This design comes from an exercise in tuning for small area, a short achievable clock period and few clock cycles on the open sky130 flow, not from production work. Only simulation tests tie the RTL to the original design; equivalence was not proved.

Design epdq_dither, start of the top module:
module epdq_dither #(
    parameter MAX_W = 12
) (
    input  wire        clk,
    input  wire        rst,
    input  wire        start,
    input  wire [1:0]  cfg_op,
    input  wire [2:0]  cfg_mode,
    input  wire [5:0]  cfg_width,
    input  wire [7:0]  cfg_thr_grey,
    input  wire [15:0] cfg_thr3,
    input  wire [15:0] cfg_thr4,
    input  wire [23:0] cfg_margin,
    input  wire [23:0] cfg_color_red,
    input  wire [23:0] cfg_color_yel,
    input  wire        in_valid,
    output reg         in_ready,
    input  wire [7:0]  in_r,
    input  wire [7:0]  in_g,
    input  wire [7:0]  in_b,
    output reg         out_valid,
    input  wire        out_ready,
    output reg  [1:0]  out_sym,
    output reg  [7:0]  out_luma,
    output reg  [23:0] out_q
);
==> flow/config.mk <==
export PLATFORM = sky130hd
export DESIGN_NAME = epdq_dither
export DESIGN_NICKNAME = epdq_dither
export VERILOG_FILES = /design/flow/design.v
export SDC_FILE = /design/flow/constraint.sdc
export NUM_CORES = 4
export LEC_CHECK = 0
export ABC_AREA = 1
export CAP_MARGIN = 40
export CORE_MARGIN = 2
export CORE_UTILIZATION = 50
export CTS_CLUSTER_DIAMETER = 80
export CTS_CLUSTER_SIZE = 30
export PLACE_DENSITY = 0.6
export SLEW_MARGIN = 60
==> flow/constraint.sdc <==
create_clock -name core_clock -period 30.0 [get_ports {clk}]
set_input_delay 6.0000 -clock core_clock [delete_from_list [all_inputs] [get_ports {clk}]]
set_output_delay 6.0000 -clock core_clock [all_outputs]
set_load 0.01 [all_outputs]
standard.sh (not shown) runs the stock make flow with config.mk's settings and CLKGATE_MAP_FILE= SYNTH_SCRIPT=/design/flow/synth_recipe.tcl, a recipe that flattens the netlist after the stock synthesis.
==> flow/flow/run.sh <==
#!/bin/bash
# The standard layout, with every port buffered by a buf_2 cell instead of
# the default port buffer. The make output goes to standard.log, each tool's
# own log to orfs/logs/.
set -euo pipefail
export BUFFER_PORTS_ARGS="-buffer_cell sky130_fd_sc_hd__buf_2"
bash standard.sh > standard.log 2>&1
Testbench counts at the start, summed over its fixed seeds: cycles 13,142.
Next try:
--- a/flow/design.v
+++ b/flow/design.v
@@ -92,48 +92,45 @@
             z = {3'b0, b};
             s = x ^ y ^ z;
             c = {(x[9:0] & y[9:0]) | (x[9:0] & z[9:0]) | (y[9:0] & z[9:0]), 1'b0};
             ltl = neg3(s, c, ~{1'b0, t, 2'b0}, 1'b1);
         end
     endfunction
-    reg v1, vl, v2, c1, c2, bub;
-    wire m2   = v2 & ~c2 & ~bub;         
+    reg v1, vl, v2, sv, bub;
+    wire full = out_valid & sv;
+    wire m2   = v2 & ~full & ~bub;       
     wire s2f  = smw ? ~v2 & ~bub : ~v2 | m2;
     wire ml   = vl & s2f;                
     wire m1   = v1 & (dgrey ? ~vl | ml : s2f);   
     wire ld2  = dgrey ? ml : m1;         
     wire fire = in_valid & in_ready;
     wire pop  = out_valid & out_ready;
     wire v1_n  = fire | (v1 & ~m1);
     wire vl_n  = dgrey & (m1 | (vl & ~ml));
     wire v2_n  = ld2 | (v2 & ~m2);
-    wire deq   = c1 & (pop | ~out_valid);    
-    wire ov_n  = (pop | ~out_valid) ? c1 : 1'b1;
-    wire c1_n  = deq ? (c2 | m2) : (c1 | m2);
-    wire c2_n  = deq ? (c2 & m2) : (c2 | (c1 & m2));
+    wire ov_n  = (pop | ~out_valid) ? (sv | m2) : 1'b1;
+    wire sv_n  = (pop | ~out_valid) ? (sv & m2) : (sv | m2);
     wire bub_n = m2 & smw;
-    wire m2_nn = v2_n & ~c2_n & ~bub_n;
+    wire m2_nn = v2_n & ~(ov_n & sv_n) & ~bub_n;
     wire s2f_n = smw ? ~v2_n & ~bub_n : ~v2_n | m2_nn;
     wire rdy_n = ~v1_n | (dgrey ? ~vl_n | s2f_n : s2f_n);
     always @(posedge clk) begin
         if (rst) begin
             v1        <= 1'b0;
             vl        <= 1'b0;
             v2        <= 1'b0;
             out_valid <= 1'b0;
-            c1        <= 1'b0;
-            c2        <= 1'b0;
+            sv        <= 1'b0;
             bub       <= 1'b0;
             in_ready  <= 1'b1;
         end else begin
             v1        <= v1_n;
             vl        <= vl_n;
             v2        <= v2_n;
             out_valid <= ov_n;
-            c1        <= c1_n;
-            c2        <= c2_n;
+            sv        <= sv_n;
             bub       <= bub_n;
             in_ready  <= rdy_n;
         end
     end
     wire s1_en = ~v1 | m1;
     reg [23:0] s1_px;
@@ -320,24 +317,21 @@
             end else begin : g_next
                 assign ls_terms[k] = ls_terms[k - 1] | (ptr[k] ? st : 27'd0);
             end
         end
     endgenerate
     assign ls_out = ls_terms[NE - 1];
-    reg [1:0] k1_sym, k2_sym;
-    reg [7:0] k1_luma, k2_luma;
+    reg [1:0] sk_sym;
+    reg [7:0] sk_luma;
+    wire [1:0] q_sym = sv ? sk_sym : rsym;
     always @(posedge clk) begin
         if (pop | ~out_valid) begin
-            out_sym  <= k1_sym;
-            out_luma <= k1_luma;
-            out_q    <= symcol(k1_sym, col2_q, red_q);
-        end
-        if (deq | ~c1) begin
-            k1_sym  <= (deq & c2) ? k2_sym : rsym;
-            k1_luma <= (deq & c2) ? k2_luma : rluma;
+            out_sym  <= q_sym;
+            out_luma <= sv ? sk_luma : rluma;
+            out_q    <= symcol(q_sym, col2_q, red_q);
         end
         if (m2) begin
-            k2_sym  <= rsym;
-            k2_luma <= rluma;
+            sk_sym  <= rsym;
+            sk_luma <= rluma;
         end
     end
 endmodule
After rerunning:
- clock-buffer cell count is higher by 2
- final area stays flat
- sequential cell count drops by 11
- register-to-register slack is worse by 0.17 ns
- utilization barely changes
- fmax came out lower by 2.3%
Testbench counts after the change, summed over its fixed seeds: cycles 13,078.

static timing again, ports no longer ideal:
The flow's constraints put no driver on any port. The routed layouts listed below were extracted and timed again, unchanged, in two steps. Step 1, drivers: a clkbuf_16 drives clk and a buf_2 each remaining input, both assumed. Step 2 times the ports against the registers' clock, not the clock port: input delays grow and output delays shrink by t, the midpoint of the rising clock arrivals with the driver on. Slacks: no drivers / after step 1 / after step 2; pairs: no drivers / after step 1.
| run | t (ns) | setup WS [ns] | cell pins on the clock port's net |
|---|---|---|---|
| the first run | 0.704 | 22.585 / 22.585 / 22.350 | 1 |
| the second run | 0.662 | 22.412 / 22.412 / 22.412 | 1 |
After both steps every run listed still meets setup and hold. The setup slack of the first run, which loses most, moves by 0.000 ns with the drivers and by -0.235 ns with both steps.
